This design comes from an exercise in tuning for small area, a short achievable clock period and few clock cycles on the open sky130 flow, not from production work.
No functional check of the RTL was part of any run shown here.
Power and IR drop assume default switching activity.

[flow/run.sh]
#!/bin/bash
set -euo pipefail
export SETUP_SLACK_MARGIN=6.6
export BUFFER_PORTS_ARGS="-buffer_cell sky130_fd_sc_hd__buf_2"
bash standard.sh > standard.log 2>&1
[standard.sh]
#!/bin/bash
# synth_recipe.tcl (not shown) runs the flow's synth.tcl, then flattens the netlist and writes it again
# the make line also repeats each setting of config.mk as NAME=value (left out here)
make -C /OpenROAD-flow-scripts/flow DESIGN_CONFIG=/design/flow/config.mk WORK_HOME=/design/flow/orfs CLKGATE_MAP_FILE= SYNTH_SCRIPT=/design/flow/synth_recipe.tcl "${@:-finish}"
[config.mk]
export PLATFORM = sky130hd
export DESIGN_NAME = sbmc_tick
export DESIGN_NICKNAME = sbmc_tick
export VERILOG_FILES = /design/flow/design.v
export SDC_FILE = /design/flow/constraint.sdc
export NUM_CORES = 4
export LEC_CHECK = 0
export CAP_MARGIN = 20
export CORE_MARGIN = 2
export CORE_UTILIZATION = 40
export CTS_BUF_LIST = sky130_fd_sc_hd__clkbuf_4 sky130_fd_sc_hd__clkbuf_8
export CTS_CLUSTER_DIAMETER = 80
export CTS_CLUSTER_SIZE = 16
export SLEW_MARGIN = 20
[constraint.sdc]
create_clock -name core_clock -period 10.0 [get_ports {clk}]
set_input_delay 2.0000 -clock core_clock [delete_from_list [all_inputs] [get_ports {clk}]]
set_output_delay 2.0000 -clock core_clock [all_outputs]
set_load 0.01 [all_outputs]
[design.v]
module sbmc_step (
    input  wire [13:0] s,
    output wire [11:0] acc,
    output wire [8:0]  q5,
    output wire [5:0]  q50
);
    wire neg = s[13];
    assign acc = s[13:2] + {11'd0, neg & (s[1:0] != 2'b00)};
    wire [10:0] y  = {~s[13], s[12:3]};
    assign q5  = y / 11'd5;
    assign q50 = y / 11'd50;
endmodule
module sbmc_tick #(
    parameter integer DT        = 100,
    parameter integer SCALE     = 1000,
    parameter integer N_AVG     = 4,
    parameter integer MASK_BITS = 0
) (
    input  wire        clk,
    input  wire        rst,
    input  wire [31:0] cfg_dist_target,
    input  wire [7:0]  cfg_n_ramp,
    input  wire [15:0] cfg_dwell_ticks,
    input  wire [7:0]  cfg_spd_op,
    input  wire [7:0]  cfg_spd_step,
    input  wire [15:0] cfg_cmd_stop,
    input  wire [15:0] cfg_cmd_rev,
    input  wire        run,
    input  wire        tick,
    input  wire        smp_valid,
    output wire        smp_ready,
    input  wire [55:0] smp_data,
    output wire        drv_valid,
    input  wire        drv_ready,
    output wire [15:0] drv_data,
    output wire        busy,
    output wire        running,
    output wire        fault,
    output wire [1:0]  phase,
    output wire [7:0]  ramp,
    output wire [15:0] dwell,
    output wire [31:0] acc,
    output wire [31:0] vel,
    output wire [31:0] distance
);
    localparam [1:0] PH_ACCEL  = 2'd0,
                     PH_CRUISE = 2'd1,
                     PH_REV    = 2'd2,
                     PH_STOP   = 2'd3;
    localparam [28:0] QO_ZERO = -29'sd21;    
    reg        run_q;
    reg        fault_q;
    reg [1:0]  phase_q;
    reg [7:0]  ramp_q;
    reg [15:0] dwell_q;
    reg [11:0] acc_q;         
    reg [31:0] vel_q;
    reg [31:0] dist_q;
    reg [28:0] qo_q;          
    reg [3:0]  r_q;           
    reg        pend_q;        
    reg        busy_q;
    reg        samp_q;        
    reg [1:0]  cnt_q;         
    reg        sb_q, sc_q, sd_q, se_q, sf_q;          
    reg        sd2_q, sd3_q, se2_q, se3_q;            
    reg        vovf_q, dovf_q;
    reg        spec_q;        
    reg        zero_q;        
    reg        dv_q;          
    reg        second_q;      
    reg [15:0] dd_q;          
    reg [13:0] s_q;           
    reg [8:0]  q5_q;          
    reg [5:0]  q50_q;
    reg [8:0]  dvel_q;        
    reg [5:0]  fdo_q;         
    reg [5:0]  ko_q;          
    reg        c_q;           
    reg [7:0]  nlvl_q;        
    reg [31:0] tgt_q;         
    reg        dz_q;          
    reg        rlast_q;       
    wire [11:0] b_acc;
    wire [8:0]  b_q5;
    wire [5:0]  b_q50;
    sbmc_step u_step (
        .s(s_q), .acc(b_acc), .q5(b_q5), .q50(b_q50)
    );
    wire        s_neg = s_q[13];
    wire        s_lo3 = s_q[2:0] != 3'b000;
    wire [2:0]  r5    = s_q[5:3] - q5_q[2:0] - {q5_q[0], 2'b00};
    wire        cinc  = s_neg && (r5 == 3'd4) && s_lo3;
    wire        cdec  = !s_neg && (r5 != 3'd4);
    wire [8:0]  dv_m  = q5_q - 9'd205;
    wire [8:0]  dv_0  = q5_q - 9'd204;
    wire [8:0]  dv_p  = q5_q - 9'd203;
    wire [8:0]  dvel  = cdec ? dv_m : (cinc ? dv_p : dv_0);
    wire [5:0]  r50   = s_q[8:3] - {q50_q[0], 5'd0} - {q50_q[1:0], 4'd0} - {q50_q[4:0], 1'b0};
    wire        cf    = s_neg ? (r50 >= (s_lo3 ? 6'd19 : 6'd20)) : (r50 >= 6'd24);
    wire [5:0]  q50_p = q50_q + 6'd1;
    wire [5:0]  fdo   = cf ? q50_p : q50_q;
    wire [32:0] vsum  = {vel_q[31], vel_q} + {{24{dvel_q[8]}}, dvel_q};
    wire        vovf  = vsum[32] != vsum[31];
    wire        vsafe = vel_q[31] == vel_q[30];
    wire [3:0]  md    = dvel_q[3:0] - {fdo_q[2:0], 1'b0} - {fdo_q[0], 3'd0} + 4'd2;
    wire [4:0]  u     = {1'b0, md} + {1'b0, r_q};
    wire        cy    = u >= 5'd10;
    wire [3:0]  rn    = cy ? u[3:0] - 4'd10 : u[3:0];
    wire [5:0]  ko    = fdo_q + {5'd0, cy};
    wire [33:0] h_q   = {{2{dist_q[31]}}, dist_q} + {{5{qo_q[28]}}, qo_q};
    wire [33:0] e_a   = {{2{dist_q[31]}}, dist_q};
    wire [33:0] e_b   = {{5{qo_q[28]}}, qo_q};
    wire [33:0] e_c   = {28'd0, ko_q};
    wire [33:0] e_s   = e_a ^ e_b ^ e_c;
    wire [33:0] e_m   = (e_a & e_b) | (e_a & e_c) | (e_b & e_c);
    wire [33:0] dsum  = e_s + {e_m[32:0], c_q};
    wire        dovf  = (dsum[33:31] != 3'b000) && (dsum[33:31] != 3'b111);
    wire        dsafe = dist_q[31] == dist_q[30];
    wire [28:0] qsum  = qo_q + {23'd0, ko_q} - 29'd21;
    wire        h_le  = h_q[33] && ((h_q[33:6] != {28{1'b1}}) || (h_q[5:0] <= 6'd20));
    wire        h_pos = !h_q[33] && (h_q != 34'd0);
    wire        d_ge  = $signed(dist_q) >= $signed(tgt_q);
    wire        d_le0 = dist_q[31] || (dist_q == 32'd0);
    wire live   = run_q && !fault_q && (phase_q != PH_STOP);
    wire active = samp_q || sb_q || sc_q || sd_q || sd2_q || sd3_q
                  || se_q || se2_q || se3_q || sf_q || dv_q;
    wire start  = pend_q && live && !active;
    wire take   = smp_valid && samp_q;
    wire sent   = dv_q && drv_ready;
    wire vel_we = (sd_q && vsafe) || (sd3_q && !vovf_q);
    wire dst_we = (se_q && dsafe) || (se3_q && !dovf_q);
    wire p0_a   = sb_q && (phase_q == PH_ACCEL) && vsafe && dsafe;
    wire e_ev   = dst_we && !spec_q;
    wire e_late = e_ev && ((phase_q == PH_ACCEL) || (phase_q == PH_CRUISE)
                           || ((phase_q == PH_REV) && !h_le && !h_pos));
    wire f_ev   = sf_q;
    wire p0_f   = f_ev && (phase_q == PH_ACCEL);
    wire p1_hit = f_ev && (phase_q == PH_CRUISE) && d_ge;
    wire p2_hit = (e_ev && (phase_q == PH_REV) && h_le)
                  || (f_ev && (phase_q == PH_REV) && d_le0);
    wire p0     = p0_a || p0_f;
    reg        n_pend, n_samp, n_sb, n_sc, n_sd, n_sd2, n_sd3, n_se, n_se2, n_se3,
               n_sf, n_dv, n_fault, n_run;
    reg [1:0]  n_phase;
    always @(*) begin
        n_run   = run_q;
        n_fault = fault_q;
        n_phase = phase_q;
        n_samp  = samp_q;
        n_sb    = 1'b0;
        n_sc    = sb_q;
        n_sd    = sc_q;
        n_sd2   = sd_q && !vsafe;
        n_sd3   = sd2_q;
        n_se    = vel_we;
        n_se2   = se_q && !dsafe;
        n_se3   = se2_q;
        n_sf    = e_late;
        n_dv    = dv_q;
        n_pend  = pend_q;
        if (run && !run_q) begin
            n_run   = 1'b1;
            n_phase = PH_ACCEL;
            n_pend  = 1'b0;
        end else begin
            n_pend = (tick && live) || (pend_q && !start);
            if (start) begin
                if (dwell_q != 16'd0) begin
                    if (dwell_q == 16'd1) begin
                        n_dv    = 1'b1;
                        n_phase = PH_REV;
                    end
                end else begin
                    n_samp = 1'b1;
                end
            end
            if (take && cnt_q == 2'd3) begin
                n_samp = 1'b0;
                n_sb   = 1'b1;
            end
            if (sent && !second_q)
                n_dv = 1'b0;
            if ((sd3_q && vovf_q) || (se3_q && dovf_q))
                n_fault = 1'b1;
            if (p0) begin
                n_dv = 1'b1;
                if (rlast_q)
                    n_phase = PH_CRUISE;
            end
            if (p1_hit) begin
                n_dv = 1'b1;
                if (dz_q)
                    n_phase = PH_REV;
            end
            if (p2_hit) begin
                n_dv    = 1'b1;
                n_phase = PH_STOP;
            end
        end
    end
    wire n_live = n_run && !n_fault && (n_phase != PH_STOP);
    always @(posedge clk) begin
        if (rst) begin
            run_q   <= 1'b0;
            fault_q <= 1'b0;
            phase_q <= PH_ACCEL;
            pend_q  <= 1'b0;
            busy_q  <= 1'b0;
            samp_q  <= 1'b0;
            sb_q    <= 1'b0;
            sc_q    <= 1'b0;
            sd_q    <= 1'b0;
            sd2_q   <= 1'b0;
            sd3_q   <= 1'b0;
            se_q    <= 1'b0;
            se2_q   <= 1'b0;
            se3_q   <= 1'b0;
            sf_q    <= 1'b0;
            dv_q    <= 1'b0;
            zero_q  <= 1'b0;
        end else begin
            run_q   <= n_run;
            fault_q <= n_fault;
            phase_q <= n_phase;
            pend_q  <= n_pend;
            busy_q  <= (n_pend && n_live) || n_samp || n_sb || n_sc || n_sd
                       || n_sd2 || n_sd3 || n_se || n_se2 || n_se3 || n_sf || n_dv;
            samp_q  <= n_samp;
            sb_q    <= n_sb;
            sc_q    <= n_sc;
            sd_q    <= n_sd;
            sd2_q   <= n_sd2;
            sd3_q   <= n_sd3;
            se_q    <= n_se;
            se2_q   <= n_se2;
            se3_q   <= n_se3;
            sf_q    <= n_sf;
            dv_q    <= n_dv;
            zero_q  <= (start && dwell_q == 16'd1) || (p1_hit && dz_q);
        end
    end
    always @(posedge clk) begin
        if (rst) begin
            ramp_q  <= 8'd0;
            dwell_q <= 16'd0;
            acc_q   <= 12'd0;
            vel_q   <= 32'd0;
            dist_q  <= 32'd0;
            qo_q    <= QO_ZERO;
            r_q     <= 4'd0;
        end else if (run && !run_q) begin
            ramp_q  <= 8'd0;
            dwell_q <= 16'd0;
            vel_q   <= 32'd0;
            dist_q  <= 32'd0;
            qo_q    <= QO_ZERO;
            r_q     <= 4'd0;
        end else begin
            if (start && dwell_q != 16'd0)
                dwell_q <= dwell_q - 16'd1;
            if (p1_hit && !dz_q)
                dwell_q <= cfg_dwell_ticks;
            if (p0)
                ramp_q <= ramp_q + 8'd1;
            if (sb_q)
                acc_q <= b_acc;
            if (sd_q)
                r_q <= rn;
            if (vel_we)
                vel_q <= vsum[31:0];
            if (dst_we) begin
                dist_q <= dsum[31:0];
                qo_q   <= qsum;
            end
            if (zero_q) begin
                vel_q <= 32'd0;
                qo_q  <= QO_ZERO;
                r_q   <= 4'd0;
            end
        end
    end
    always @(posedge clk) begin
        tgt_q   <= cfg_dist_target;
        dz_q    <= (cfg_dwell_ticks == 16'd0);
        rlast_q <= (ramp_q + 8'd1 == cfg_n_ramp);
        if (run && !run_q)
            nlvl_q <= cfg_spd_step;
        else if (p0)
            nlvl_q <= nlvl_q + cfg_spd_step;
        if (start)
            cnt_q <= 2'd0;
        else if (take)
            cnt_q <= cnt_q + 2'd1;
        if (take)
            s_q <= (s_q & {14{cnt_q != 2'd0}}) + {{2{smp_data[11]}}, smp_data[11:8], smp_data[7:0]};
        if (sb_q)
            spec_q <= p0_a;
        q5_q    <= b_q5;
        q50_q   <= b_q50;
        dvel_q  <= dvel;
        fdo_q   <= fdo;
        if (sd_q) begin
            ko_q <= ko;
            c_q  <= vsum[31] && (rn != 4'd0);
        end
        vovf_q  <= vovf;
        dovf_q  <= dovf;
        if (start) begin
            dd_q     <= cfg_cmd_rev;
            second_q <= 1'b0;
        end else if (p0) begin
            dd_q     <= {nlvl_q, cfg_spd_op};
            second_q <= 1'b0;
        end else if (p1_hit || p2_hit) begin
            dd_q     <= cfg_cmd_stop;
            second_q <= p1_hit && dz_q;
        end else if (sent) begin
            dd_q     <= cfg_cmd_rev;
            second_q <= 1'b0;
        end
    end
    assign smp_ready = samp_q;
    assign drv_valid = dv_q;
    assign drv_data  = dd_q;
    assign busy     = busy_q;
    assign running  = run_q;
    assign fault    = fault_q;
    assign phase    = phase_q;
    assign ramp     = ramp_q;
    assign dwell    = dwell_q;
    assign acc      = {{20{acc_q[11]}}, acc_q};
    assign vel      = vel_q;
    assign distance = dist_q;
endmodule
==> results of run 1 <==
-- sequential cells by signal (all words and copies together), names as in the netlist, 8 cells and up --
name / cells
dvel_q: 9
tgt_q: 32
vel_q: 32
dwell_q: 16
dd_q: 16
qo_q: 29
acc_q: 12
ramp_q: 8
q5_q: 9
nlvl_q: 8
s_q: 14
dist_q: 32
-- placed cells by master, fill, tap and decap left out, types with 17 or more instances in the layout --
| cell type | Yosys | final |
|---|---|---|
| nand2_1 | 210 | 205 |
| a21o_1 | 40 | 40 |
| and3_1 | 21 | 19 |
| buf_6 | 0 | 32 |
| o211ai_1 | 18 | 18 |
| a211oi_1 | 51 | 28 |
| nor2b_1 | 42 | 36 |
| nor2_4 | 2 | 17 |
| o21a_1 | 30 | 28 |
| o21ai_2 | 1 | 21 |
| dfxtp_1 | 220 | 164 |
| xor2_1 | 62 | 59 |
| a211oi_2 | 0 | 19 |
| ha_4 | 0 | 29 |
| a21oi_2 | 3 | 39 |
| nand2b_1 | 32 | 30 |
| nor3_1 | 53 | 43 |
| a21oi_1 | 202 | 161 |
| edfxtp_1 | 46 | 46 |
| nor4_1 | 22 | 19 |
| ha_1 | 217 | 178 |
| nand4_1 | 20 | 20 |
| or3_1 | 27 | 22 |
| o22ai_1 | 25 | 22 |
| buf_2 | 4 | 258 |
| clkbuf_8 | 0 | 27 |
| inv_1 | 214 | 198 |
| o21ai_1 | 6 | 19 |
| nor2_1 | 196 | 174 |
| dfxtp_4 | 0 | 23 |
| xnor2_1 | 134 | 121 |
| fa_1 | 40 | 28 |
| dfxtp_2 | 0 | 33 |
| nand3_1 | 48 | 43 |
| o21ai_0 | 107 | 70 |
| buf_4 | 21 | 182 |
-- routing by layer --
layer / wire length [um] / up-vias
met2: 31700 / 427
met3: 2040 / 117
met4: 2060 / 0
met5: 0 / -
met1: 26100 / 9243
li1: - / 9414
-- worst max-delay path, cell delays in order (launching register included) --
cell and delay (ps):
dfxtp_4 370, ha_2 320, o211a_1 260, and3_4 190, a22oi_2 260, o221a_4 250
o21ai_4 60, xnor2_2 160, or4_4 530, or4_4 520, nor4_4 240, a41oi_4 190
buf_6 180, nor2_4 120, buf_12 150, o22ai_1 80, a21oi_1 170
-- cells in the mapped netlist (48+ instances only) --
| library cell | n |
|---|---|
| a211oi_1 | 51 |
| dfxtp_1 | 220 |
| nor2_1 | 196 |
| ha_1 | 217 |
| nor3_1 | 53 |
| nand3_1 | 48 |
| o21ai_0 | 107 |
| clkbuf_1 | 60 |
| xor2_1 | 62 |
| xnor2_1 | 134 |
| inv_1 | 214 |
| nand2_1 | 210 |
| a21oi_1 | 202 |
-- final cells by class --
class | count | area [sq um] | share of cell area (%)
multi-input combinational | 1857 | 15300 | 57.1
sequential | 266 | 5910 | 22.1
timing repair buffer | 489 | 3380 | 12.6
tap | 672 | 841 | 3.14
inverter | 215 | 818 | 3.06
clock buffer | 31 | 402 | 1.50
clock inverter | 11 | 111 | 0.416
antenna | 4 | 10.0 | 0.0374
-- repair_timing --
action                                  in CTS  in global routing
hold buffers                                 0                  0
setup buffers                              140                 69
gates resized for setup                    249                207
endpoints found under the setup margin     147                121
cloned                                       5                  4
pin swaps                                  148                135
-- cell families after synthesis --
logic type | share of synthesized area (%)
buffers and inverters | 6.18
multiplexers | 0.915
AND/OR/NAND/NOR | 17.9
XOR/XNOR | 8.48
AO/OA/AOI/OAI | 20.4
flip-flops | 28.6
adder cells (fa/ha/maj) | 17.5
-- power groups by stage --
stage	sequential [mW]	clock [mW]	combinational (mW)
after floorplan	1.19	0	0.462
after global placement	1.20	0	0.566
after detailed placement	1.20	0	0.592
after CTS	1.17	0.756	0.731
after global routing	1.18	0.785	0.908
final	1.17	0.725	0.828
-- worst max-delay path by stage --
| stage | startpoint | endpoint | slack [ps] |
|---|---|---|---|
| after floorplan | smp_data[0] | s_q[12] | 5890 |
| after global placement | dist_q[15] | dd_q[6] | 5210 |
| after detailed placement | dist_q[15] | dd_q[8] | 5180 |
| after CTS | dist_q[0] | dd_q[9] | 5770 |
| after global routing | dist_q[0] | dd_q[2] | 5590 |
| final | dist_q[5] | dd_q[0] | 5790 |
==> qor.yml, run 1 <==
rsz0062_at_grt: "yes"
min_from: "q50_q[5]"
fillCellCount: 4629
switching_share_pct: 31.7
num_vias: 19200
postSynthAreaPerCell_sq_um: 8.33
timing.slew.headroom_pct: 33.1
hold_slack_ps: 440
worstPathArrival_ps: 4680
r2r_end: "dd_q[0]"
startpoint_type: "flip-flop"
place_inst: 3281
p_clk_share_pct: 26.6
clk_pin_slew_ps: 100
clockRootBuffer: "clkbuf_8"
whs_endpoint: "fdo_q[5]"
port_buffers: 264
final_util_pct: 53.5
antenna_found_initial: 4
period_share_pct: 42.1
max_cap_violations: 0
synthCells: 2429
via_per_inst: 5.42
met1_usage_pct: 26.4
yosys-top-cells-area: "dfxtp_1 22%, ha_1 13%, edfxtp_1 6.8%"
dp_slack_ps: 5180
grt_first_pass_wirelength_mm: 95.7
fin_area_sq_mm: 0.0268
met2_usage_pct: 40.9
synth_top_area_share_pct: 21.8
core_sq_mm: 0.0501
gr-total-overflow: 0
yosys_register_bits: 266
syn_area_sq_mm: 0.0202
p_comb_share_pct: 30.4
grt_pass1_vias: 18800
syn2layout_area_growth_pct: 32.3
cts_buffer_depth: 3
hold_violations: 0
synth-edff-count: 46
dr.pass1.iters: 8
seqPwrFrac_pct: 43.0
synthesis.nets: 2852
power.density_mw_per_mm2: 102
cts_tree: "done"
clk_latency_ps: 630
critical_path_required_ps: 10460
dieArea_sq_mm: 0.0524
synthArstFlopShare_pct: 0
status: "complete, no violations"
drive_gt1_share_pct: 32.7
placementRows: 82
min_period_ps: 4210
h-tree-depth: 1
r2r_slack_ps: 5790
worstSetupPathType: "flip-flop to flip-flop"
cellLeakagePower_nw: 12.0
avgRoutedWirePerCell_um: 17.5
cts_sinks: 266
dp_hpwl_mm: 42.3
start_util_pct: 40.4
post-synth-top-area-cell: "dfxtp_1"
grt_max_degree: 68
peakVddDrop_mv: 0.128
drc: 0
seq_area_frac_synth_pct: 28.6
place.gp.congestion: 0.882
drt_wl_total_mm: 61.9
fp.dieH_um: 229
worst_pin_slew_ps: 999
yosysWarnings: 1
p_int_mw: 1.86
grt_use_met3_pct: 2.18
fin_ws_ps: 5790
synth_cell_types: 86
ys.flop_type: "dfxtp_1"
grt.busiest_layer: "met2"
r2r_start: "dist_q[5]"
finalSetupViolations: 0
final_cell_count_no_fill: 3545
endpoint_kind: "flip-flop"
fp.dieW_um: 229
drt_iter0_drc: 1072
fmax_ghz: 0.238
p_switching_mw: 0.864
postRouteAntennaNets: 0
min_path_type: "flip-flop to flip-flop"
finalPower_mw: 2.72
clock_skew_ps: 22.9
grt_use_total_pct: 22.1
pin_count: 309
hold_depth: 1
final_nets: 3276
fin_setup_tns_ps: 0
ff2ff_path_depth: 16
cts_buffers: 24
critPathMaxFanout: 16
slew_violations: 0
placed_cell_area_sq_mm: 0.0225
==> inputs of run 2 (changes only) <==
--- a/design.v
+++ b/design.v
@@ -47,7 +47,7 @@
                      PH_CRUISE = 2'd1,
                      PH_REV    = 2'd2,
                      PH_STOP   = 2'd3;
-    localparam [28:0] QO_ZERO = -29'sd21;    
+    localparam [28:0] QO_ZERO = 29'd22;      
     reg        run_q;
     reg        fault_q;
     reg [1:0]  phase_q;
@@ -81,6 +81,8 @@
     reg [31:0] tgt_q;         
     reg        dz_q;          
     reg        rlast_q;       
+    reg [33:0] h_q;           
+    reg        hge_q;         
     wire [11:0] b_acc;
     wire [8:0]  b_q5;
     wire [5:0]  b_q50;
@@ -108,19 +110,17 @@
     wire        cy    = u >= 5'd10;
     wire [3:0]  rn    = cy ? u[3:0] - 4'd10 : u[3:0];
     wire [5:0]  ko    = fdo_q + {5'd0, cy};
-    wire [33:0] h_q   = {{2{dist_q[31]}}, dist_q} + {{5{qo_q[28]}}, qo_q};
-    wire [33:0] e_a   = {{2{dist_q[31]}}, dist_q};
-    wire [33:0] e_b   = {{5{qo_q[28]}}, qo_q};
-    wire [33:0] e_c   = {28'd0, ko_q};
-    wire [33:0] e_s   = e_a ^ e_b ^ e_c;
-    wire [33:0] e_m   = (e_a & e_b) | (e_a & e_c) | (e_b & e_c);
-    wire [33:0] dsum  = e_s + {e_m[32:0], c_q};
+    wire [33:0] hsum  = {{2{dist_q[31]}}, dist_q} + {{5{qo_q[28]}}, qo_q};
+    wire [6:0]  kcm   = {1'b0, ko_q} + {6'd0, c_q} - 7'd43;
+    wire [33:0] dsum  = h_q + {{27{kcm[6]}}, kcm};
     wire        dovf  = (dsum[33:31] != 3'b000) && (dsum[33:31] != 3'b111);
     wire        dsafe = dist_q[31] == dist_q[30];
     wire [28:0] qsum  = qo_q + {23'd0, ko_q} - 29'd21;
-    wire        h_le  = h_q[33] && ((h_q[33:6] != {28{1'b1}}) || (h_q[5:0] <= 6'd20));
-    wire        h_pos = !h_q[33] && (h_q != 34'd0);
-    wire        d_ge  = $signed(dist_q) >= $signed(tgt_q);
+    wire        h_le  = h_q[33];
+    wire        h_pos = !h_q[33] && ((h_q[33:6] != 28'd0) || (h_q[5:0] >= 6'd44));
+    wire [33:0] cmp_a = sf_q ? {{2{dist_q[31]}}, dist_q} : h_q;
+    wire        c_ge  = $signed(cmp_a) >= $signed({{2{tgt_q[31]}}, tgt_q});
+    wire        d_ge  = c_ge;
     wire        d_le0 = dist_q[31] || (dist_q == 32'd0);
     wire live   = run_q && !fault_q && (phase_q != PH_STOP);
     wire active = samp_q || sb_q || sc_q || sd_q || sd2_q || sd3_q
@@ -132,7 +132,7 @@
     wire dst_we = (se_q && dsafe) || (se3_q && !dovf_q);
     wire p0_a   = sb_q && (phase_q == PH_ACCEL) && vsafe && dsafe;
     wire e_ev   = dst_we && !spec_q;
-    wire e_late = e_ev && ((phase_q == PH_ACCEL) || (phase_q == PH_CRUISE)
+    wire e_late = e_ev && ((phase_q == PH_ACCEL) || ((phase_q == PH_CRUISE) && hge_q)
                            || ((phase_q == PH_REV) && !h_le && !h_pos));
     wire f_ev   = sf_q;
     wire p0_f   = f_ev && (phase_q == PH_ACCEL);
@@ -282,6 +282,8 @@
     end
     always @(posedge clk) begin
         tgt_q   <= cfg_dist_target;
+        h_q     <= hsum;
+        hge_q   <= c_ge;          
         dz_q    <= (cfg_dwell_ticks == 16'd0);
         rlast_q <= (ramp_q + 8'd1 == cfg_n_ramp);
         if (run && !run_q)
--- a/config.mk
+++ b/config.mk
@@ -9,6 +9,4 @@
 export CORE_MARGIN = 2
 export CORE_UTILIZATION = 40
 export CTS_BUF_LIST = sky130_fd_sc_hd__clkbuf_4 sky130_fd_sc_hd__clkbuf_8
-export CTS_CLUSTER_DIAMETER = 80
-export CTS_CLUSTER_SIZE = 16
 export SLEW_MARGIN = 20
==> run 2 against run 1 <==
Sequential share of layout area rose by 1.5 points; count of clock-buffer cells in the layout rose by 47; still clean; hold slack got worse by 17 ps.
==> qor.yml, run 2 <==
status: "complete, no violations"
fp.dieW_um: 232
mostFrequentLayoutCells: "262 x buf_2, 224 x dfxtp_1, 218 x nand2_1"
fin_area_sq_mm: 0.0276
clockRootBuffer: "clkbuf_8"
dieArea_sq_mm: 0.0538
synth_cell_types: 89
grt_first_pass_wirelength_mm: 101
worstPathArrival_ps: 4580
yosys_register_bits: 300
drive_gt1_share_pct: 31.1
yosysWarnings: 1
synth_commonest_cells: "254 x dfxtp_1, 222 x nand2_1, 220 x ha_1"
synthesis.nets: 2881
final_util_pct: 53.8
grt_use_met3_pct: 3.87
drt_iter0_drc: 1165
largest_register_ffs: 33
syn_area_sq_mm: 0.0208
drc: 0
clk_latency_ps: 670
core_sq_mm: 0.0513
path_buf_inv: 3
via_per_inst: 5.49
postRouteAntennaNets: 0
num_vias: 20000
seq_area_frac_synth_pct: 31.1
grt.busiest_layer: "met2"
place.gp.congestion: 0.909
final_nets: 3303
cts_tree: "done"
avgRoutedWirePerCell_um: 18.0
timing.slew.headroom_pct: 27.6
start_util_pct: 40.5
grt_max_degree: 64
grt_use_total_pct: 23.1
post-synth-top-area-cell: "dfxtp_1"
dp_slack_ps: 4870
h-tree-depth: 2
cts_buffers: 58
period_share_pct: 40.4
port_buffers: 264
synth-edff-count: 46
path_delay_family: "compound AO/OA/AOI/OAI gates"
min_path_type: "flip-flop to flip-flop"
cellLeakagePower_nw: 12.4
met2_usage_pct: 41.5
pin_count: 309
antenna_found_initial: 3
finalPower_mw: 3.80
fmax_ghz: 0.248
slowest_delay_ps: 480
synth_top_area_share_pct: 24.5
drt_wl_total_mm: 65.5
startpoint_type: "flip-flop"
fp.dieH_um: 232
grt_pass1_vias: 19400
synth_most_common_cell: "dfxtp_1"
cts_hold_buf: 0
critPathMaxFanout: 5
endpoint_kind: "flip-flop"
postSynthAreaPerCell_sq_um: 8.36
rsz0062_at_grt: "yes"
fillCellCount: 4668
hold_slack_ps: 423
syn2layout_area_growth_pct: 32.9
clock_skew_ps: 40.4
min_from: "q5_q[8]"
peakVddDrop_mv: 0.0960
critical_path_required_ps: 10540
synthArstFlopShare_pct: 0
placed_cell_area_sq_mm: 0.0229
final_cell_count_no_fill: 3641
clk_pin_slew_ps: 60
cp_cell_sequence: "inv_2, ha_2, inv_2, ha_4, ha_4, a21o_1, a21oi_4, o21bai_4, a2111oi_4, o21ai_2, a31oi_4, o211ai_1, a21oi_2, a31oi_4, o22ai_2, buf_6, mux2i_1, mux4_2"
power.density_mw_per_mm2: 138
cts_buffer_depth: 3
synthCells: 2486
fin_setup_tns_ps: 0
finalSetupViolations: 0
dr.pass1.iters: 5
gr-total-overflow: 0
min_period_ps: 4040
final_common_cell: "buf_2"
r2r_start: "ko_q[0]"
fin_ws_ps: 5960
max_cap_violations: 0
met1_usage_pct: 27.1
dp_hpwl_mm: 44.1
yosys-top-cells-area: "dfxtp_1 24%, ha_1 13%, edfxtp_1 6.6%"
hold_violations: 0
slew_violations: 0
crit_slowest_cell: "mux4_2"
placementRows: 83
worstSetupPathType: "flip-flop to flip-flop"
worst_pin_slew_ps: 1090
ys.flop_type: "dfxtp_1"
largest_register: "h_q"
worstSetupStartpoint: "ko_q[0]"
place_inst: 3335
cts_sinks: 300
run 2: changes by cell type in the layout (fill, tap and decap cells not counted), moves of 15 or more:
cell	delta
fa_1	-24
a21o_1	+36
inv_1	-36
nand3_1	+24
clkbuf_8	+45
dfxtp_4	-18
buf_4	-16
mux2_2	+26
dfxtp_1	+60
a211oi_2	-15
nor2_1	+30
run 2: cells by family (layout without fill, tap and decap cells):
logic type / count (synthesis) / in the layout / synth area share [%]
AOI/OAI and AO/OA: 649 / 651 / 20.1
DFF: 300 / 300 / 31.1
buffers and inverters: 282 / 747 / 5.62
other: 0 / 3 / 0
adders and majority gates: 231 / 231 / 14.2
and+or+nand+nor: 770 / 775 / 17.6
xor gates and xnor gates: 191 / 191 / 8.05
muxes: 63 / 63 / 3.31
run 2: report_power, final:
part           switching, mW  internal (mW)
Combinational          0.412          0.414
Sequential            0.0334           1.28
Clock                  0.593           1.07
Total                   1.04           2.76
run 2: final cells by class:
type | instances | area [sq um] | share of cell area, %
sequential | 300 | 6520 | 23.6
inverter | 177 | 672 | 2.43
clock inverter | 32 | 544 | 1.97
antenna | 3 | 7.51 | 0.0272
multi-input combinational | 1911 | 15000 | 54.3
tap | 680 | 851 | 3.08
timing repair buffer | 460 | 2980 | 10.8
clock buffer | 78 | 1040 | 3.75
run 2: repair_timing:
action | 4_1_cts | 5_1_grt
setup buffers | 115 | 70
gates resized for setup | 171 | 207
gates cloned | 7 | 1
pin swaps | 95 | 130
setup endpoints to repair | 153 | 148
run 2: path summary, 6_finish.rpt:
path	endpoint	slack (ps)	cells after the start
min reg2reg	dvel_q[8]	420	1
max reg2reg	dovf_q	5960	18
min	dvel_q[8]	420	1
max	dovf_q	5960	18
run 2: worst reg2reg max path: stages, from the launching register on:
cell	delay, ps
edfxtp_1	370
inv_2	70
ha_2	170
inv_2	50
ha_4	280
ha_4	190
a21o_1	210
a21oi_4	220
o21bai_4	120
a2111oi_4	430
o21ai_2	120
a31oi_4	220
o211ai_1	220
a21oi_2	280
a31oi_4	140
o22ai_2	140
buf_6	150
mux2i_1	70
mux4_2	480
run 2: per-layer routing:
layer  share of wire [%]  routed length (um)  up-vias
met1                  40               26300     9625
met3                 4.7                3090      157
met4                 4.0                2600        0
li1                    -                   -     9724
met5                   0                   0        -
met2                  51               33500      491
==> inputs of run 3 (changes only) <==
--- a/design.v
+++ b/design.v
@@ -47,7 +47,7 @@
                      PH_CRUISE = 2'd1,
                      PH_REV    = 2'd2,
                      PH_STOP   = 2'd3;
-    localparam [28:0] QO_ZERO = 29'd22;      
+    localparam [28:0] QO_ZERO = -29'sd21;    
     reg        run_q;
     reg        fault_q;
     reg [1:0]  phase_q;
@@ -62,7 +62,7 @@
     reg        busy_q;
     reg        samp_q;        
     reg [1:0]  cnt_q;         
-    reg        sb_q, sc_q, sd_q, se_q, sf_q;          
+    reg        sb_q, sc_q, sd_q, se_q;                
     reg        sd2_q, sd3_q, se2_q, se3_q;            
     reg        vovf_q, dovf_q;
     reg        spec_q;        
@@ -82,7 +82,9 @@
     reg        dz_q;          
     reg        rlast_q;       
     reg [33:0] h_q;           
-    reg        hge_q;         
+    reg        g_ge_q;        
+    reg        g_sm_q;        
+    reg [5:0]  g_lo_q;        
     wire [11:0] b_acc;
     wire [8:0]  b_q5;
     wire [5:0]  b_q50;
@@ -111,37 +113,31 @@
     wire [3:0]  rn    = cy ? u[3:0] - 4'd10 : u[3:0];
     wire [5:0]  ko    = fdo_q + {5'd0, cy};
     wire [33:0] hsum  = {{2{dist_q[31]}}, dist_q} + {{5{qo_q[28]}}, qo_q};
-    wire [6:0]  kcm   = {1'b0, ko_q} + {6'd0, c_q} - 7'd43;
-    wire [33:0] dsum  = h_q + {{27{kcm[6]}}, kcm};
+    wire [6:0]  kc    = {1'b0, ko_q} + {6'd0, c_q};
+    wire [33:0] dsum  = h_q + {27'd0, kc};
+    wire [34:0] gsum  = {h_q[33], h_q} - {{3{tgt_q[31]}}, tgt_q};
+    wire [6:0]  g_add = {1'b0, g_lo_q} + kc;      
+    wire        d_ge  = g_ge_q || (g_sm_q && g_add[6]);
+    wire        d_le0 = dsum[33] || (dsum == 34'd0);
     wire        dovf  = (dsum[33:31] != 3'b000) && (dsum[33:31] != 3'b111);
     wire        dsafe = dist_q[31] == dist_q[30];
     wire [28:0] qsum  = qo_q + {23'd0, ko_q} - 29'd21;
-    wire        h_le  = h_q[33];
-    wire        h_pos = !h_q[33] && ((h_q[33:6] != 28'd0) || (h_q[5:0] >= 6'd44));
-    wire [33:0] cmp_a = sf_q ? {{2{dist_q[31]}}, dist_q} : h_q;
-    wire        c_ge  = $signed(cmp_a) >= $signed({{2{tgt_q[31]}}, tgt_q});
-    wire        d_ge  = c_ge;
-    wire        d_le0 = dist_q[31] || (dist_q == 32'd0);
     wire live   = run_q && !fault_q && (phase_q != PH_STOP);
     wire active = samp_q || sb_q || sc_q || sd_q || sd2_q || sd3_q
-                  || se_q || se2_q || se3_q || sf_q || dv_q;
+                  || se_q || se2_q || se3_q || dv_q;
     wire start  = pend_q && live && !active;
     wire take   = smp_valid && samp_q;
     wire sent   = dv_q && drv_ready;
     wire vel_we = (sd_q && vsafe) || (sd3_q && !vovf_q);
     wire dst_we = (se_q && dsafe) || (se3_q && !dovf_q);
     wire p0_a   = sb_q && (phase_q == PH_ACCEL) && vsafe && dsafe;
-    wire e_ev   = dst_we && !spec_q;
-    wire e_late = e_ev && ((phase_q == PH_ACCEL) || ((phase_q == PH_CRUISE) && hge_q)
-                           || ((phase_q == PH_REV) && !h_le && !h_pos));
-    wire f_ev   = sf_q;
+    wire f_ev   = dst_we && !spec_q;
     wire p0_f   = f_ev && (phase_q == PH_ACCEL);
     wire p1_hit = f_ev && (phase_q == PH_CRUISE) && d_ge;
-    wire p2_hit = (e_ev && (phase_q == PH_REV) && h_le)
-                  || (f_ev && (phase_q == PH_REV) && d_le0);
+    wire p2_hit = f_ev && (phase_q == PH_REV) && d_le0;
     wire p0     = p0_a || p0_f;
     reg        n_pend, n_samp, n_sb, n_sc, n_sd, n_sd2, n_sd3, n_se, n_se2, n_se3,
-               n_sf, n_dv, n_fault, n_run;
+               n_dv, n_fault, n_run;
     reg [1:0]  n_phase;
     always @(*) begin
         n_run   = run_q;
@@ -156,7 +152,6 @@
         n_se    = vel_we;
         n_se2   = se_q && !dsafe;
         n_se3   = se2_q;
-        n_sf    = e_late;
         n_dv    = dv_q;
         n_pend  = pend_q;
         if (run && !run_q) begin
@@ -216,7 +211,6 @@
             se_q    <= 1'b0;
             se2_q   <= 1'b0;
             se3_q   <= 1'b0;
-            sf_q    <= 1'b0;
             dv_q    <= 1'b0;
             zero_q  <= 1'b0;
         end else begin
@@ -225,7 +219,7 @@
             phase_q <= n_phase;
             pend_q  <= n_pend;
             busy_q  <= (n_pend && n_live) || n_samp || n_sb || n_sc || n_sd
-                       || n_sd2 || n_sd3 || n_se || n_se2 || n_se3 || n_sf || n_dv;
+                       || n_sd2 || n_sd3 || n_se || n_se2 || n_se3 || n_dv;
             samp_q  <= n_samp;
             sb_q    <= n_sb;
             sc_q    <= n_sc;
@@ -235,7 +229,6 @@
             se_q    <= n_se;
             se2_q   <= n_se2;
             se3_q   <= n_se3;
-            sf_q    <= n_sf;
             dv_q    <= n_dv;
             zero_q  <= (start && dwell_q == 16'd1) || (p1_hit && dz_q);
         end
@@ -283,7 +276,9 @@
     always @(posedge clk) begin
         tgt_q   <= cfg_dist_target;
         h_q     <= hsum;
-        hge_q   <= c_ge;          
+        g_ge_q  <= !gsum[34];
+        g_sm_q  <= gsum[34:6] == {29{1'b1}};
+        g_lo_q  <= gsum[5:0];
         dz_q    <= (cfg_dwell_ticks == 16'd0);
         rlast_q <= (ramp_q + 8'd1 == cfg_n_ramp);
         if (run && !run_q)
--- a/config.mk
+++ b/config.mk
@@ -8,5 +8,4 @@
 export CAP_MARGIN = 20
 export CORE_MARGIN = 2
 export CORE_UTILIZATION = 40
-export CTS_BUF_LIST = sky130_fd_sc_hd__clkbuf_4 sky130_fd_sc_hd__clkbuf_8
 export SLEW_MARGIN = 20
==> run 3 against run 2 <==
Still clean on timing, DRC and antenna; cell area is 3.0% lower; non-clock buffer count down 71; critical path depth stayed put; synthesized area grew 2.1%; clock skew decreased by 23 ps.
==> qor.yml, run 3 <==
syn_area_sq_mm: 0.0212
clk_latency_ps: 560
start_util_pct: 40.4
fp.dieW_um: 234
cts_sinks: 306
dr.pass1.iters: 5
r2r_slack_ps: 5900
mostFrequentLayoutCells: "261 x buf_2, 252 x dfxtp_1, 234 x nand2_1"
fin_ws_ps: 5900
synthMuxAreaShare_pct: 1.16
yosysWarnings: 1
yosys_register_bits: 306
synthArstFlopShare_pct: 0
switching_share_pct: 28.2
cts_buffer_depth: 3
endpoint_kind: "flip-flop"
synth_xor_area_share_pct: 9.08
max_cap_violations: 0
grt_use_total_pct: 21.4
synthCells: 2536
timing.slew.headroom_pct: 46.7
postRouteAntennaNets: 0
place.gp.congestion: 0.903
dp_slack_ps: 4990
drc: 0
fmax_ghz: 0.244
clockRootBuffer: "clkbuf_16"
startpoint_type: "flip-flop"
synth_commonest_cells: "260 x dfxtp_1, 241 x nor2_1, 237 x nand2_1"
critical_path_required_ps: 10240
ys.flop_type: "dfxtp_1"
via_per_inst: 5.53
largest_register_ffs: 33
final_common_cell: "buf_2"
power.density_mw_per_mm2: 137
grt_first_pass_wirelength_mm: 95.4
grt_max_degree: 74
dieArea_sq_mm: 0.0549
postSynthAreaPerCell_sq_um: 8.36
drive_gt1_share_pct: 25.7
post-synth-top-area-cell: "dfxtp_1"
drt_iter0_drc: 1012
finalSetupViolations: 0
peakVddDrop_mv: 0.103
synth_cell_types: 111
synthAdderAreaFrac_pct: 12.7
p_clk_share_pct: 41.2
final_nets: 3237
clock_skew_ps: 17.6
synth-edff-count: 46
hold_slack_ps: 423
hold_violations: 0
port_buffers: 264
pin_count: 309
critPathMaxFanout: 8
synthesis.nets: 2910
antenna_found_initial: 0
rsz0062_at_grt: "yes"
synth_top_area_share_pct: 24.5
p_int_mw: 2.63
finalPower_mw: 3.66
worstPathArrival_ps: 4330
cts_buffers: 38
cts_hold_buf: 0
worst_pin_slew_ps: 791
synth_simple_gate_area_share_pct: 18.6
core_sq_mm: 0.0524
h-tree-depth: 2
min_path_type: "flip-flop to flip-flop"
grt_pass1_vias: 18800
p_comb_share_pct: 22.2
period_share_pct: 41.0
cellLeakagePower_nw: 11.9
p_switching_mw: 1.03
synth_most_common_cell: "dfxtp_1"
largest_register: "h_q"
fin_setup_tns_ps: 0
synth_compound_area_share_pct: 21.7
yosys-top-cells-area: "dfxtp_1 25%, ha_1 12%, edfxtp_1 6.5%"
status: "complete, no violations"
placementRows: 84
slew_violations: 0
worstSetupPathType: "flip-flop to flip-flop"
drt_wl_total_mm: 62.0
dp_hpwl_mm: 43.3
seq_area_frac_synth_pct: 31.1
avgRoutedWirePerCell_um: 17.3
seqPwrFrac_pct: 36.6
cts_tree: "done"
clk_pin_slew_ps: 70
num_vias: 19800
fp.dieH_um: 234
n_antenna_cell: 0
syn2layout_area_growth_pct: 26.3
gr-total-overflow: 0
synth_top_family_by_area: "compound AO/OA/AOI/OAI gates"
min_period_ps: 4100
## run 3: changes by cell type after synthesis, sizes merged, moves of 18 or more
cell / previous run / this run
a21oi: 215 / 182
nor2: 218 / 243
ha: 220 / 198
mux2: 32 / 3
a21o: 78 / 60
a211oi: 38 / 86
nand3: 68 / 50
## run 3: layout make-up
| type | instances | area (sq um) |
|---|---|---|
| Timing Repair Buffer | 389 | 2400 |
| Fill cell | 4844 | 25700 |
| Tap cell | 688 | 861 |
| Multi-Input combinational cell | 1954 | 14900 |
| Clock buffer | 47 | 1090 |
| Inverter | 174 | 666 |
| Sequential cell | 306 | 6600 |
| Clock inverter | 21 | 272 |
## run 3: cells by family (layout without fill, tap and decap cells)
family | count (synthesis) | after routing
DFF | 306 | 306
AOI/OAI and AO/OA | 685 | 685
muxes | 23 | 23
and+or+nand+nor | 811 | 818
xor gates and xnor gates | 219 | 219
adders and majority gates | 209 | 209
buffers and inverters | 283 | 631
## run 3: metrics by stage
step           std cells  instance area, sq um  util [%]
6_report            3579                 26800      51.1
3_5_place_dp        3388                 23100      44.0
2_1_floorplan       2536                 21400         -
3_3_place_gp        3388                 23100      44.0
5_1_grt             3579                 26800      51.1
4_1_cts             3532                 25600      48.9
## run 3: worst paths after layout
| kind | start | end | cells past startpoint |
|---|---|---|---|
| setup reg to reg | c_q | dd_q[9] | 18 |
| hold reg to reg | q5_q[8] | dvel_q[8] | 1 |
| hold / removal | q5_q[8] | dvel_q[8] | 1 |
| setup / recovery | c_q | dd_q[9] | 18 |
## run 3: metal layers
metal	up-vias	wire length, um	global-route usage [%]
li1	9711	-	-
met1	9414	26500	26.7
met2	540	30200	36.7
met3	143	2990	3.36
met4	0	2320	8.80
met5	-	0	0
## run 3: what timing repair did
action	CTS	global route
endpoints found under the setup margin	146	131
buffers inserted	69	46
cloned	7	1
resized for setup	146	174
pin swaps	71	92
## run 3: power groups by stage
stage / clock network (mW) / registers, mW / logic, mW
floorplan: 0 / 1.35 / 0.495
CTS: 1.54 / 1.34 / 0.740
detailed placement: 0 / 1.37 / 0.642
global placement: 0 / 1.37 / 0.615
global route: 1.59 / 1.34 / 0.897
finish: 1.51 / 1.34 / 0.811
## run 3: critical path, stage by stage (launching register included)
cell and delay [ps]:
edfxtp_1 450, ha_4 210, ha_4 280, inv_4 30
fa_2 390, nor2b_4 130, o21ai_2 80, a21boi_2 200
o31a_1 330, buf_4 180, buf_6 110, o21ai_4 50
xor2_2 200, o2111ai_2 150, nor4b_2 240, nand4_1 130
buf_6 160, and3b_4 250, nand3_4 190

## port drivers added, routing unchanged
Ports are ideal in the flow. The routed layouts listed here were re-timed in OpenROAD.
Step 1 (the two cells are an assumption about what drives the block):
set clk [get_ports {clk}]
set_driving_cell -lib_cell sky130_fd_sc_hd__clkbuf_16 $clk
set_driving_cell -lib_cell sky130_fd_sc_hd__buf_2 [delete_from_list [all_inputs] $clk]
Step 2 times the ports against the registers' clock, not the clock port: input delays grow and output delays shrink by t, the midpoint of the rising clock arrivals with the driver on.
Three values: ideal ports, drivers, drivers and shift; two values: the first two.
run | shift t [ns] | setup slack, ns | worst setup path after step 2 | latest minus earliest clock arrival (ns) | pins driven straight from the clock port
run 1 | 0.667 | 5.790 / 5.790 / 5.528 | input to register | 0.023 / 0.023 | 1
run 2 | 0.709 | 5.964 / 5.964 / 5.734 | input to register | 0.041 / 0.040 | 1
run 3 | 0.611 | 5.904 / 5.904 / 5.604 | input to register | 0.021 / 0.020 | 1
After both steps every run listed still meets setup and hold. The setup slack of run 3, which loses most, moves by 0.000 ns with the drivers and by -0.300 ns with both steps.
